Context: an optimization exercise on an open-source flow, tuned for a short achievable clock period and few clock cycles. The choices shown serve that exercise and are no tape-out recipe. In this exercise RTL edits were held to simulation tests only and were not proved equivalent to the original.

==> flow/run.sh <==
#!/bin/bash
# synth_recipe.tcl (not shown) runs the flow's synth.tcl, then flattens the netlist and writes it again
# the make line also repeats each setting of config.mk as NAME=value (left out here)
make -C /OpenROAD-flow-scripts/flow DESIGN_CONFIG=/design/flow/config.mk WORK_HOME=/design/flow/orfs CLKGATE_MAP_FILE= SYNTH_SCRIPT=/design/flow/synth_recipe.tcl finish
==> flow/config.mk <==
export PLATFORM = sky130hd
export DESIGN_NAME = vm_core
export DESIGN_NICKNAME = vm_core
export VERILOG_FILES = /design/flow/design.v
export SDC_FILE = /design/flow/constraint.sdc
export NUM_CORES = 4
export LEC_CHECK = 0
export CAP_MARGIN = 20
export CORE_MARGIN = 2
export CORE_UTILIZATION = 30
export SLEW_MARGIN = 20
==> flow/constraint.sdc <==
create_clock -name core_clock -period 16.0 [get_ports {clk}]
set_input_delay 3.2000 -clock core_clock [delete_from_list [all_inputs] [get_ports {clk}]]
set_output_delay 3.2000 -clock core_clock [all_outputs]
set_load 0.01 [all_outputs]
==> flow/design.v <==
module vm_core (
    input  wire        clk,
    input  wire        rst,             
    input  wire        start,           
    input  wire        run_off_end,     
    input  wire [31:0] imem_size,       
    input  wire [31:0] dmem_size,       
    output wire        busy,
    output reg         halted,
    output reg         faulted,
    output reg  [2:0]  fault_kind,
    output reg  [31:0] result,          
    output wire        imem_req,
    output wire [31:0] imem_addr,
    input  wire        imem_ack,
    input  wire [31:0] imem_rdata,
    output wire        dmem_req,
    output wire        dmem_we,
    output wire [31:0] dmem_addr,
    output wire [31:0] dmem_wdata,
    input  wire        dmem_ack,
    input  wire [31:0] dmem_rdata,
    output wire        sys_req,
    output wire [31:0] sys_id,
    output wire [31:0] sys_arg2,
    output wire [31:0] sys_arg3,
    input  wire        sys_ack,
    input  wire        sys_fault,
    input  wire [2:0]  sys_we,          
    input  wire [31:0] sys_c2,
    input  wire [31:0] sys_c3,
    input  wire [31:0] sys_c4,
    input  wire [3:0]  dbg_sel,
    output wire [31:0] dbg_rdata
);
    localparam [3:0] R_ZERO = 4'd0, R_CALL1 = 4'd5, R_CALL2 = 4'd6,
                     R_CALL3 = 4'd7, R_CALL4 = 4'd8, R_PC = 4'd9;
    localparam [7:0] OP_ADDI = 8'h00, OP_SUBI = 8'h01, OP_MULI = 8'h02, OP_DIVI = 8'h03,
                     OP_ADDN = 8'h04, OP_SUBN = 8'h05, OP_MULN = 8'h06, OP_DIVN = 8'h07,
                     OP_LOAD = 8'h08, OP_STORE = 8'h09, OP_SETLO = 8'h0A, OP_SETHI = 8'h0B,
                     OP_JUMP = 8'h0C, OP_JZ = 8'h0D, OP_JGT = 8'h0E, OP_END = 8'h0F,
                     OP_SYS = 8'h10;
    localparam [2:0] F_ILL_INSTR = 3'd1, F_ILL_PC = 3'd2, F_ILL_OP = 3'd3,
                     F_MEM_RANGE = 3'd4, F_MEM_ALIGN = 3'd5, F_UNK_SYS = 3'd6,
                     F_ARITH = 3'd7;
    localparam [2:0] S_IDLE = 3'd0, S_FETCH = 3'd1, S_EXEC = 3'd2, S_MEM = 3'd3,
                     S_DIV = 3'd4, S_SYS = 3'd5, S_WB = 3'd6;
    reg [2:0]  state;
    reg [31:0] regs [1:10];
    reg [31:0] ir;             
    reg [31:0] ea;             
    reg [31:0] st_data;        
    reg        mem_write;
    reg [31:0] div_quo;        
    reg [31:0] div_den;        
    reg [32:0] div_rem;
    reg [5:0]  div_cnt;
    reg        div_neg;        
    wire [31:0] pc = regs[R_PC];
    function [31:0] rd_reg(input [3:0] r);
        rd_reg = (r == R_ZERO) ? 32'd0 : regs[r];
    endfunction
    assign dbg_rdata = (dbg_sel == R_ZERO || dbg_sel > 4'd10) ? 32'd0 : regs[dbg_sel];
    wire [7:0]  op  = ir[7:0];
    wire [7:0]  b1  = ir[15:8];
    wire [7:0]  b2  = ir[23:16];
    wire [7:0]  b3  = ir[31:24];
    wire [3:0]  r1  = b1[3:0];
    wire [3:0]  r2  = b2[3:0];
    wire [3:0]  r3  = b3[3:0];
    wire        fmt_rrr  = (op <= OP_DIVI);
    wire        fmt_rri  = (op >= OP_ADDN && op <= OP_STORE) || op == OP_JZ || op == OP_JGT;
    wire        fmt_ri16 = (op == OP_SETLO) || (op == OP_SETHI) || (op == OP_JUMP);
    wire        fmt_r    = (op == OP_END);
    wire        bad_b1 = (b1 > 8'd10) && (fmt_rrr || fmt_rri || fmt_ri16 || fmt_r);
    wire        bad_b2 = (b2 > 8'd10) && (fmt_rrr || fmt_rri);
    wire        bad_b3 = (b3 > 8'd10) && fmt_rrr;
    wire        illegal = (op > OP_SYS) || bad_b1 || bad_b2 || bad_b3;
    wire [31:0] x1 = rd_reg(r1);
    wire [31:0] x2 = rd_reg(r2);
    wire [31:0] x3 = rd_reg(r3);
    wire [31:0] imm8  = {{24{b3[7]}}, b3};
    wire [31:0] imm16 = {16'd0, b3, b2};
    wire [31:0] off8  = {{22{b3[7]}}, b3, 2'b00};
    wire [31:0] off16 = {{14{b3[7]}}, b3, b2, 2'b00};
    wire [31:0] alu_a = fmt_rrr ? x3 : x2;
    wire [31:0] alu_b = fmt_rrr ? x2 : imm8;
    reg  [31:0] alu_y;
    always @(*) begin
        case (op[1:0])
            2'd0:    alu_y = alu_a + alu_b;
            2'd1:    alu_y = alu_a - alu_b;
            default: alu_y = alu_a * alu_b;
        endcase
    end
    wire [31:0] mem_ea     = x2 + off8;
    wire        ea_range   = mem_ea[31] || ({1'b0, mem_ea} + 33'd4 > {1'b0, dmem_size});
    wire        ea_misalgn = (mem_ea[1:0] != 2'b00);
    wire [31:0] jmp_t      = (op == OP_JUMP) ? x1 + off16 : x2 + off8;
    wire        jmp_taken  = (op == OP_JUMP) ||
                             (op == OP_JZ  && x1 == 32'd0) ||
                             (op == OP_JGT && !x1[31] && x1 != 32'd0);
    wire        has_next   = !pc[31] && ({1'b0, pc} + 33'd4 <= {1'b0, imem_size});
    reg         cm_en;         
    reg         cm_wr;         
    reg  [3:0]  cm_rd;
    reg  [31:0] cm_val;
    wire        cm_zero   = cm_wr && (cm_rd == R_ZERO);
    wire        cm_badpc  = cm_wr && (cm_rd == R_PC) && (cm_val[31] || cm_val[1:0] != 2'b00);
    wire [31:0] cm_base   = (cm_wr && cm_rd == R_PC) ? cm_val : pc;
    wire [31:0] cm_next   = cm_base + 32'd4;
    always @(*) begin
        cm_en  = 1'b0;
        cm_wr  = 1'b0;
        cm_rd  = r1;
        cm_val = alu_y;
        case (state)
            S_EXEC: if (!illegal) begin
                case (op)
                    OP_ADDI, OP_SUBI, OP_MULI, OP_ADDN, OP_SUBN, OP_MULN: begin
                        cm_en = 1'b1; cm_wr = 1'b1; cm_val = alu_y;
                    end
                    OP_SETLO: begin cm_en = 1'b1; cm_wr = 1'b1; cm_val = x1 | imm16; end
                    OP_SETHI: begin cm_en = 1'b1; cm_wr = 1'b1; cm_val = x1 | {imm16[15:0], 16'd0}; end
                    OP_JZ, OP_JGT: if (!jmp_taken) cm_en = 1'b1;
                    default: ;
                endcase
            end
            S_MEM: if (dmem_ack) begin
                cm_en = 1'b1; cm_wr = !mem_write; cm_val = dmem_rdata;
            end
            S_WB: begin
                cm_en = 1'b1; cm_wr = 1'b1; cm_val = div_neg ? -div_quo : div_quo;
            end
            S_SYS: if (sys_ack && !sys_fault) cm_en = 1'b1;
            default: ;
        endcase
    end
    assign busy       = (state != S_IDLE);
    assign imem_req   = (state == S_FETCH) && has_next;
    assign imem_addr  = pc;
    assign dmem_req   = (state == S_MEM);
    assign dmem_we    = mem_write;
    assign dmem_addr  = ea;
    assign dmem_wdata = st_data;
    assign sys_req    = (state == S_SYS);
    assign sys_id     = regs[R_CALL1];
    assign sys_arg2   = regs[R_CALL2];
    assign sys_arg3   = regs[R_CALL3];
    wire [31:0] div_dividend = fmt_rrr ? x3 : x2;
    wire [31:0] div_divisor  = fmt_rrr ? x2 : imm8;
    wire [32:0] div_trial    = {div_rem[31:0], div_quo[31]} - {1'b0, div_den};
    integer i;
    always @(posedge clk) begin
        if (rst) begin
            state      <= S_IDLE;
            halted     <= 1'b0;
            faulted    <= 1'b0;
            fault_kind <= 3'd0;
            result     <= 32'd0;
        end else begin
            case (state)
                S_IDLE: if (start) begin
                    for (i = 1; i <= 10; i = i + 1) regs[i] <= 32'd0;
                    halted     <= 1'b0;
                    faulted    <= 1'b0;
                    fault_kind <= 3'd0;
                    result     <= 32'd0;
                    state      <= S_FETCH;
                end
                S_FETCH: begin
                    if (!has_next) begin
                        if (run_off_end) begin
                            halted <= 1'b1;
                            result <= regs[R_CALL1];
                        end else begin
                            faulted    <= 1'b1;
                            fault_kind <= F_MEM_RANGE;
                            result     <= pc;
                        end
                        state <= S_IDLE;
                    end else if (imem_ack) begin
                        ir    <= imem_rdata;
                        state <= S_EXEC;
                    end
                end
                S_EXEC: begin
                    if (illegal) begin
                        faulted    <= 1'b1;
                        fault_kind <= F_ILL_INSTR;
                        result     <= ir;
                        state      <= S_IDLE;
                    end else begin
                        case (op)
                            OP_DIVI, OP_DIVN: begin
                                if (div_divisor == 32'd0) begin
                                    faulted    <= 1'b1;
                                    fault_kind <= F_ARITH;
                                    result     <= 32'd0;
                                    state      <= S_IDLE;
                                end else begin
                                    div_quo <= div_dividend[31] ? -div_dividend : div_dividend;
                                    div_den <= div_divisor[31]  ? -div_divisor  : div_divisor;
                                    div_neg <= div_dividend[31] ^ div_divisor[31];
                                    div_rem <= 33'd0;
                                    div_cnt <= 6'd0;
                                    state   <= S_DIV;
                                end
                            end
                            OP_LOAD, OP_STORE: begin
                                if (ea_range) begin
                                    faulted    <= 1'b1;
                                    fault_kind <= F_MEM_RANGE;
                                    result     <= mem_ea;
                                    state      <= S_IDLE;
                                end else if (ea_misalgn) begin
                                    faulted    <= 1'b1;
                                    fault_kind <= F_MEM_ALIGN;
                                    result     <= mem_ea;
                                    state      <= S_IDLE;
                                end else begin
                                    ea        <= mem_ea;
                                    st_data   <= x1;
                                    mem_write <= (op == OP_STORE);
                                    state     <= S_MEM;
                                end
                            end
                            OP_JUMP, OP_JZ, OP_JGT: begin
                                if (jmp_taken) begin
                                    if (jmp_t[31] || jmp_t[1:0] != 2'b00) begin
                                        faulted    <= 1'b1;
                                        fault_kind <= F_ILL_PC;
                                        result     <= jmp_t;
                                        state      <= S_IDLE;
                                    end else begin
                                        regs[R_PC] <= jmp_t;
                                        state      <= S_FETCH;
                                    end
                                end
                            end
                            OP_END: begin
                                halted <= 1'b1;
                                result <= x1;
                                state  <= S_IDLE;
                            end
                            OP_SYS: state <= S_SYS;
                            default: ;
                        endcase
                    end
                end
                S_DIV: begin
                    if (!div_trial[32]) begin
                        div_rem <= div_trial;
                        div_quo <= {div_quo[30:0], 1'b1};
                    end else begin
                        div_rem <= {div_rem[31:0], div_quo[31]};
                        div_quo <= {div_quo[30:0], 1'b0};
                    end
                    div_cnt <= div_cnt + 6'd1;
                    if (div_cnt == 6'd31) state <= S_WB;
                end
                S_SYS: if (sys_ack) begin
                    if (sys_fault) begin
                        faulted    <= 1'b1;
                        fault_kind <= F_UNK_SYS;
                        result     <= regs[R_CALL1];
                        state      <= S_IDLE;
                    end else begin
                        if (sys_we[0]) regs[R_CALL2] <= sys_c2;
                        if (sys_we[1]) regs[R_CALL3] <= sys_c3;
                        if (sys_we[2]) regs[R_CALL4] <= sys_c4;
                    end
                end
                default: ;
            endcase
            if (cm_en) begin
                if (cm_zero) begin
                    faulted    <= 1'b1;
                    fault_kind <= F_ILL_OP;
                    result     <= 32'd0;
                    state      <= S_IDLE;
                end else if (cm_badpc) begin
                    faulted    <= 1'b1;
                    fault_kind <= F_ILL_PC;
                    result     <= cm_val;
                    state      <= S_IDLE;
                end else begin
                    if (cm_wr && cm_rd != R_PC) regs[cm_rd] <= cm_val;
                    if (cm_next[31]) begin
                        regs[R_PC] <= cm_base;
                        faulted    <= 1'b1;
                        fault_kind <= F_ILL_PC;
                        result     <= cm_next;
                        state      <= S_IDLE;
                    end else begin
                        regs[R_PC] <= cm_next;
                        state      <= S_FETCH;
                    end
                end
            end
        end
    end
endmodule
==> notes.md <==
status=complete, no violations; top cell type by total area after synthesis=edfxtp_1; Synth warnings=1; IO Port Bufs=504; unrepaired setup endpoints after global routing=false; Detailed Place HPWL=about 320000 um; post-place instance area=87420 sq um; gr usage total=a little under a third; Num CTS Buffers=90; initial antenna violation count=42; CP max-delay cell=a2bb2oi_2; Netlist Area Pre-Place=between 70000 and 80000 sq um; WL final=~430000 um; Fin Setup TNS=0 ns; Area Overhead vs Synth=16.91%; first-pass GRT wire length=579800 um; clock slew at reported path FFs=roughly 0.070 ns; area share of the largest cell type after synthesis=between 20 and 30%; GPL Wtd Cong=1.080; utilization after layout=between 30% and 40%; Die Height=512.5 um; post-DR wirelength/cell=between 30 and 40 um; post-DR vias/cell=approximately 6.4; I/O pin cnt=just over 500; hold path startpoint=halted$_SDFFE_PP0P_; max cap viols=0; # Post-CTS Setup Buffers=0; vias in the first global route=71130; Finished Cell Area=approximately 91000 sq um; synthesis-stage register bit count=approximately 760; buffers plus inverters on the worst setup path=7; sequential-to-total area share from yosys stat=between 20 and 30%; Root Buffer=clkbuf_16; fin crit period=about 15 ns; post-synth cell types=~100; critical path fanouts, max=19; Crit Path Class=reg -> reg; DIE AREA=262600 sq um; crit-path leading delay family=compound AO/OA/AOI/OAI gates; number of synthesized flops with an enable pin=712; clk_skew=between 0.1 and 0.15 ns; die width=between 500 and 600 um; Sink Count=roughly 760; CTS H-Tree Depth=3; Fillers=around 26000; Top cell by count, worst path=fa_1; drt first pass iters=9; final hold violations=0; count of final setup violators=0; Gate Count Post-Synth=between 7000 and 8000; DRT iter0 DRCs=around 13000; DRT antenna net count=0; Req. time, crit path=about 16 ns; largest net degree at the start of global routing=110; Min-Delay Path Class=reg -> reg; Placed Instances=between 10000 and 15000; synth top area cells=edfxtp_1 (28%), mux4_2 (12%), fa_1 (11%); fraction of layout cells with a size suffix above 1=between 10 and 15%; Slew Limit Fails=0; CP Capture Type=register; Tcrit/Tclk final=roughly 93%; worst skew pair latency=~0.8 ns; fin cells=roughly 12000; NumNets Final=around 9300; grt total ovfl=0; Tightest Pin Transition=roughly 1.3 ns; hold slack=roughly 0.59 ns; post-synthesis async set-or-reset flop share=0%; CP Launch Type=register; FP Rows=around 190; Main synth FF type=edfxtp_1; Slew Limit Headroom=between 10% and 20%; number of remaining DRC errors=0; Fmax achieved=around 67 MHz; WP data arrival=roughly 15 ns; CTS Buffer Depth=3; Post-CTS Resized=0; Vias=between 70000 and 80000; Core ar.=between 200000 and 300000 sq um; CTS tree=yes; max incr delay on CP=1.06 ns; CTS Hold Bufs=0; Initial Utilization=a little under a third; Syn Area/Cell=slightly below 10 sq um
[placed cells by master, fill, tap and decap left out, types with 54 or more instances in the layout]
cell type and count:
a221oi_1 63, and2_1 56, mux2_2 98, clkbuf_16 90
mux4_2 407, inv_1 670, ha_1 317, nand3_1 163
nor3_1 103, mux2i_1 241, nand2_1 741, xor2_1 98
nor2_1 893, buf_4 314, edfxtp_1 712, fa_1 412
xnor2_1 251, a22oi_1 61, o22ai_1 59, a211oi_1 70
a21oi_1 350, o21a_1 69, a31oi_1 54, a21o_1 106
clkdlybuf4s50_1 499, o21ai_0 411
[worst paths after layout]
path,to,slack (ns),cells after the start
max reg2reg,regs[9][29]$_DFFE_PP_,1.11,33
min reg2reg,halted$_SDFFE_PP0P_,0.59,2
max,regs[9][29]$_DFFE_PP_,1.11,33
min,halted$_SDFFE_PP0P_,0.59,2
[sequential cells by signal, indices dropped and copies added, names as in the netlist, named ones only]
register / cells
st_data: 32
halted: 1
regs: 512
result: 32
faulted: 1
div_rem: 32
div_den: 32
div_neg: 1
div_cnt: 6
mem_write: 1
ir: 32
state: 3
div_quo: 32
fault_kind: 3
ea: 32
[metal layers]
| metal | GRT usage, % | share of wire (%) | vias to the layer above |
|---|---|---|---|
| li1 | - | - | 29540 |
| met1 | 37.79 | 35 | 37240 |
| met2 | 44.07 | 41 | 6835 |
| met3 | 14.27 | 16 | 1531 |
| met4 | 22.36 | 8.8 | 24 |
| met5 | 0.9680 | 0.12 | - |
[kinds of logic after synthesis]
| kind of cell | count (synthesis) | synth area share (%) |
|---|---|---|
| other | 1 | 0.004835 |
| muxes | 747 | 16.36 |
| AOI/OAI and AO/OA | 1701 | 14.54 |
| and+or+nand+nor | 2382 | 13.72 |
| buffers and inverters | 1242 | 6.414 |
| adders and majority gates | 729 | 15.75 |
| DFF | 764 | 28.91 |
| xor gates and xnor gates | 362 | 4.301 |
[Yosys cell counts, drive strengths merged, types with 69 or more instances]
cell type / number
nor2: 904
nand2: 744
edfxtp: 712
inv: 675
o21ai: 435
fa: 412
mux4: 407
clkbuf: 394
a21oi: 358
ha: 317
xnor2: 252
mux2i: 242
nand3: 166
buf: 162
nor3: 113
a21o: 107
mux2: 98
xor2: 98
a211oi: 75
o22ai: 72
o21a: 69
[cell type report]
type	count	area, sq um	area share (%)
Timing Repair Buffer	822	7461	8.228
Inverter	686	2575	2.840
Clock buffer	105	2328	2.568
Clock inverter	61	804.5	0.8872
Sequential cell	764	22450	24.76
Tap cell	3384	4234	4.669
Multi-Input combinational cell	5953	50740	55.96
Antenna cell	31	77.57	0.08555
[tightest hold or removal path, stage by stage (launching register included)]
cell	delay (ns)
dfxtp_1	0.36
a21oi_1	0.13
a211oi_1	0.06
[through the flow]
stage / worst slack, ns
6_report: 1.110
5_1_grt: 0.9535
4_1_cts: 1.698
3_5_place_dp: 1.741
3_3_place_gp: 1.828
2_1_floorplan: 4.032
Testbench counts, summed over its fixed seeds: cycles 135,223.

afterwards: timing with drivers on the ports:
Ports are ideal in the flow. The routed layout listed here was re-timed in OpenROAD.
Step 1 sets driving cells, clkbuf_16 on the clock port and buf_2 on the other inputs (assumed; they add their load-dependent delay and slew).
Step 2 also shifts input and output timing later by t, the mid clock arrival at the registers, as if the neighbouring blocks saw the same clock.
Three values: ideal ports, drivers, drivers and shift; two values: the first two.
shift t [ns]: 0.855
setup slack, ns: 1.110 / 1.110 / 1.110
clock arrival spread, ns: 0.119 / 0.119
worst data-port slew with drivers (ns): 0.12
cell pins on the clock port's net: 1
After both steps setup and hold are still met in this run. For this run, drivers alone change the setup slack by 0.000 ns; drivers and shift together by 0.000 ns.
